What follows belongs to an exercise in optimizing a design on an open flow for small area, a short achievable clock period and few clock cycles per item; a production flow would make more cautious choices. Only simulation tests tie the RTL to the original design; equivalence was not proved.

Setup of v30:
==> module ir_decoder, before the edit <==
module ir_decoder (
    input  wire        clk,
    input  wire        rst,
    input  wire        do_edge,      
    input  wire        edge_pol,     
    input  wire        do_tick,      
    input  wire [15:0] ts,           
    input  wire        do_deframe,   
    output reg         frame_ready,
    output reg         out_valid,    
    output reg         out_repeat,   
    output wire [15:0] out_addr,
    output wire [7:0]  out_cmd,
    output wire        stall_next    
);
    localparam [15:0] ACCEPTED_ADDRESS = 16'hEF00;
    localparam [2:0]  REPEAT_CAP = 3'd4;
    localparam [15:0] START_LO  = 16'd4500;
    localparam [15:0] START_HI  = 16'd13500;
    localparam [15:0] LEAD_LO   = 16'd1125;
    localparam [15:0] LEAD_HI   = 16'd6750;
    localparam [15:0] LEAD_MID  = 16'd3375;
    localparam [15:0] BITP_LO   = 16'd282;
    localparam [15:0] BITP_HI   = 16'd843;
    localparam [15:0] PAUSE_LO  = 16'd282;
    localparam [15:0] PAUSE_HI  = 16'd2531;
    localparam [15:0] PAUSE_MID = 16'd1125;
    reg  [15:0] baseline;
    reg         e_valid;      
    reg         e_pol;
    reg  [15:0] e_d;          
    reg  [6:0]  pos;
    reg  [7:0]  cmd_sr;       
    reg         addr_ok;      
    reg         chk_ok;       
    reg  [2:0]  repeat_cnt;
    reg         last_ok;      
    reg  [7:0]  last_cmd;
    assign out_addr = ACCEPTED_ADDRESS;
    assign out_cmd  = last_cmd;
    wire [15:0] nb = ~baseline;
    wire [15:0] sg = ts & nb;
    wire [15:0] sp = ts ^ nb;
    wire [16*5-1:0] pg;      
    wire [16*5-1:0] pp;      
    assign pg[15:0] = {sg[15:1], sg[0] | sp[0]};    
    assign pp[15:0] = sp;
    genvar l, i;
    generate
        for (l = 0; l < 4; l = l + 1) begin : g_lvl
            for (i = 0; i < 16; i = i + 1) begin : g_bit
                if (i >= (1 << l)) begin : g_op
                    assign pg[16*(l+1)+i] = pg[16*l+i] |
                                            (pp[16*l+i] & pg[16*l+i-(1<<l)]);
                    assign pp[16*(l+1)+i] = pp[16*l+i] & pp[16*l+i-(1<<l)];
                end else begin : g_pass
                    assign pg[16*(l+1)+i] = pg[16*l+i];
                    assign pp[16*(l+1)+i] = pp[16*l+i];
                end
            end
        end
    endgenerate
    wire [15:0] ts_d = sp ^ {pg[16*4 +: 15], 1'b1};
    wire [15:0] d     = e_d;
    wire        pulse = e_pol;
    wire start_ok  = pulse  && d >= START_LO && d <= START_HI;
    wire lead_ok   = !pulse && d >= LEAD_LO  && d <= LEAD_HI;
    wire lead_rep  = d < LEAD_MID;
    wire bitp_ok   = pulse  && d >= BITP_LO  && d <= BITP_HI;
    wire pause_ok  = !pulse && d >= PAUSE_LO && d <= PAUSE_HI;
    wire pause_bit = !(d < PAUSE_MID);
    wire [6:0]  pm3   = pos - 7'd3;
    wire [4:0]  bit_k = pm3[5:1];
    reg  [6:0] pos_e;
    always @(*) begin
        if (pos == 7'd0)
            pos_e = start_ok ? 7'd1 : 7'd0;
        else if (pos == 7'd1)
            pos_e = (lead_ok && !lead_rep) ? 7'd2 : 7'd0;
        else if (!pos[0])
            pos_e = bitp_ok ? pos + 7'd1 : 7'd0;
        else
            pos_e = pause_ok ? pos + 7'd1 : 7'd0;
    end
    always @(posedge clk) begin
        e_pol <= edge_pol;
        e_d   <= ts_d;
    end
    wire e_act = e_valid && !frame_ready;
    wire [6:0] pos_after = e_act ? pos_e : pos;
    wire       rep_hit   = e_act && pos == 7'd1 && lead_ok && lead_rep &&
                           repeat_cnt < REPEAT_CAP;
    wire [2:0] rcnt_after = rep_hit ? 3'd0 : repeat_cnt;
    assign stall_next = do_edge && !frame_ready &&
                        ((pos_after == 7'd1 && last_ok && repeat_cnt < REPEAT_CAP) ||
                         pos_after == 7'd65);
    always @(posedge clk) begin
        if (e_act && pos != 7'd1 && pos[0] && pause_ok) begin
            if (!bit_k[4]) begin
                addr_ok <= (addr_ok || bit_k == 5'd0) &&
                           (pause_bit == ACCEPTED_ADDRESS[bit_k[3:0]]);
            end else if (!bit_k[3]) begin
                cmd_sr <= {pause_bit, cmd_sr[7:1]};
            end else begin
                chk_ok <= (chk_ok || bit_k == 5'd24) &&
                          (pause_bit != cmd_sr[0]);
                cmd_sr <= {cmd_sr[0], cmd_sr[7:1]};
            end
        end
        if (frame_ready && chk_ok)
            last_cmd <= cmd_sr;
        out_repeat <= rep_hit;
    end
    always @(posedge clk) begin
        if (rst) begin
            baseline    <= 16'd0;
            e_valid     <= 1'b0;
            pos         <= 7'd0;
            frame_ready <= 1'b0;
            repeat_cnt  <= REPEAT_CAP;
            last_ok     <= 1'b0;
            out_valid   <= 1'b0;
        end else begin
            out_valid <= 1'b0;
            e_valid <= do_edge;
            if (do_edge || do_tick)
                baseline <= ts;
            if (e_act) begin
                pos <= pos_e;
                if (rep_hit) begin
                    repeat_cnt <= 3'd0;
                    if (last_ok)
                        out_valid <= 1'b1;
                end
                if (pos == 7'd65 && pause_ok)
                    frame_ready <= 1'b1;
            end
            if (do_tick) begin
                if (rcnt_after < REPEAT_CAP)
                    repeat_cnt <= rcnt_after + 3'd1;
                pos <= 7'd0;
            end
            if (frame_ready && chk_ok) begin
                last_ok    <= addr_ok;
                repeat_cnt <= 3'd0;
            end
            if (do_deframe && frame_ready) begin
                if (chk_ok && addr_ok)
                    out_valid <= 1'b1;
                frame_ready <= 1'b0;
                pos         <= 7'd0;
            end
        end
    end
endmodule
clock: 6.5 ns
lec_check: 0
abc_area: 1
cap_margin: 20
core_margin: 2
core_utilization: 40
setup_slack_margin: 4.0
slew_margin: 20
synth_memory_max_bits: 65536
run.sh (not shown) runs the stock make flow with config.mk's settings and CLKGATE_MAP_FILE= SYNTH_SCRIPT=/design/flow/synth_recipe.tcl, a recipe that flattens the netlist after the stock synthesis.
v30 closes out successfully: all stages finished, all timing, DRC and antenna checks passed.
Testbench counts of v30, summed over its fixed seeds: cycles 167,566, ops 160,000.
For v7, these inputs were changed with respect to v30:
--- a/flow/design.v
+++ b/flow/design.v
@@ -2050,33 +2050,21 @@
     assign stall_next = do_edge && !frame_ready &&
                         ((pos_after == 7'd1 && last_ok && repeat_cnt < REPEAT_CAP) ||
                          pos_after == 7'd65);
     always @(posedge clk) begin
-        if (e_act && pos != 7'd1 && pos[0] && pause_ok) begin
-            if (!bit_k[4]) begin
-                addr_ok <= (addr_ok || bit_k == 5'd0) &&
-                           (pause_bit == ACCEPTED_ADDRESS[bit_k[3:0]]);
-            end else if (!bit_k[3]) begin
-                cmd_sr <= {pause_bit, cmd_sr[7:1]};
-            end else begin
-                chk_ok <= (chk_ok || bit_k == 5'd24) &&
-                          (pause_bit != cmd_sr[0]);
-                cmd_sr <= {cmd_sr[0], cmd_sr[7:1]};
-            end
-        end
-        if (frame_ready && chk_ok)
-            last_cmd <= cmd_sr;
-        out_repeat <= rep_hit;
-    end
-    always @(posedge clk) begin
         if (rst) begin
             baseline    <= 16'd0;
             e_valid     <= 1'b0;
             pos         <= 7'd0;
             frame_ready <= 1'b0;
+            cmd_sr      <= 8'd0;
+            addr_ok     <= 1'b0;
+            chk_ok      <= 1'b0;
             repeat_cnt  <= REPEAT_CAP;
             last_ok     <= 1'b0;
+            last_cmd    <= 8'd0;
             out_valid   <= 1'b0;
+            out_repeat  <= 1'b0;
         end else begin
             out_valid <= 1'b0;
             e_valid <= do_edge;
             if (do_edge || do_tick)
@@ -2084,26 +2072,43 @@
             if (e_act) begin
                 pos <= pos_e;
                 if (rep_hit) begin
                     repeat_cnt <= 3'd0;
-                    if (last_ok)
-                        out_valid <= 1'b1;
+                    if (last_ok) begin
+                        out_valid  <= 1'b1;
+                        out_repeat <= 1'b1;
+                    end
+                end
+                if (pos != 7'd1 && pos[0] && pause_ok) begin
+                    if (!bit_k[4]) begin
+                        addr_ok <= (addr_ok || bit_k == 5'd0) &&
+                                   (pause_bit == ACCEPTED_ADDRESS[bit_k[3:0]]);
+                    end else if (!bit_k[3]) begin
+                        cmd_sr <= {pause_bit, cmd_sr[7:1]};
+                    end else begin
+                        chk_ok <= (chk_ok || bit_k == 5'd24) &&
+                                  (pause_bit != cmd_sr[0]);
+                        cmd_sr <= {cmd_sr[0], cmd_sr[7:1]};
+                    end
+                    if (pos == 7'd65)
+                        frame_ready <= 1'b1;
                 end
-                if (pos == 7'd65 && pause_ok)
-                    frame_ready <= 1'b1;
             end
             if (do_tick) begin
                 if (rcnt_after < REPEAT_CAP)
                     repeat_cnt <= rcnt_after + 3'd1;
                 pos <= 7'd0;
             end
-            if (frame_ready && chk_ok) begin
-                last_ok    <= addr_ok;
-                repeat_cnt <= 3'd0;
-            end
             if (do_deframe && frame_ready) begin
-                if (chk_ok && addr_ok)
-                    out_valid <= 1'b1;
+                if (chk_ok) begin
+                    last_cmd   <= cmd_sr;
+                    last_ok    <= addr_ok;
+                    repeat_cnt <= 3'd0;
+                    if (addr_ok) begin
+                        out_valid  <= 1'b1;
+                        out_repeat <= 1'b0;
+                    end
+                end
                 frame_ready <= 1'b0;
                 pos         <= 7'd0;
             end
         end
## What came out
v7 finished every stage and its layout cleared the timing, DRC and antenna checks.
Compared with v30, v7 supports a higher clock frequency.
Taking v30 as the reference, in v7 worst hold path stage count has increased; wire length shows a reduction of 5.1%; cell count after placement decreased 53.
Looking at critical path launch point, the op_word[9] result is from v30; the op_word[7] one comes from v7.
Diff v30 and v7: remaining max-slew budget at the tightest pin higher in v7
Run comparison: v30 end point of the critical path u_out.comm_b[3]; v7 end point of the critical path u_ir.last_cmd[3]
| average wire per standard cell | higher: v30 |
v7: proportion of final cell area spent on non-clock buffers lower than v30
v7 vs. v30: signed area change from the synthesized netlist to the final layout shrank by 5.1 points, share of the synthesized netlist area taken by xor and xnor gates grew by 0.17 points, relative area of clock buffers and inverters in the final design shrank by 0.28 points, non-clock buffer count shrank by about 22%.
Between v30 and v7, the flow reports area of the multi-input gates decreasing slightly.
Per the comparison of v7 with v30, die area lost 400 µm²; width of the chip lost 0.45%.
Testbench counts of v7, summed over its fixed seeds: cycles 167,566, ops 160,000.

-- afterwards: timing with drivers on the ports --
The results above use ideal ports. As a check the final layouts listed here were re-extracted and re-timed, cells and wires unchanged. Step 1, drivers: a clkbuf_16 drives clk and a buf_2 each remaining input, both assumed. Step 2, shift: input delay + t, output delay - t, t = (earliest + latest rising clock arrival at the registers) / 2. This alone moves slack from input paths to output paths. a / b / c = ideal / step 1 / step 2; a / b = the first two.
run	t, ns	slack for setup (ns)	worst slew at a driven data input, ns	pins driven straight from the clock port
v30	0.583	3.885 / 3.890 / 3.308	0.08	1
v7	0.631	3.900 / 3.917 / 3.302	0.09	1
After both steps every run listed still meets setup and hold. The setup slack of v7, which loses most, moves by +0.017 ns with the drivers and by -0.598 ns with both steps.
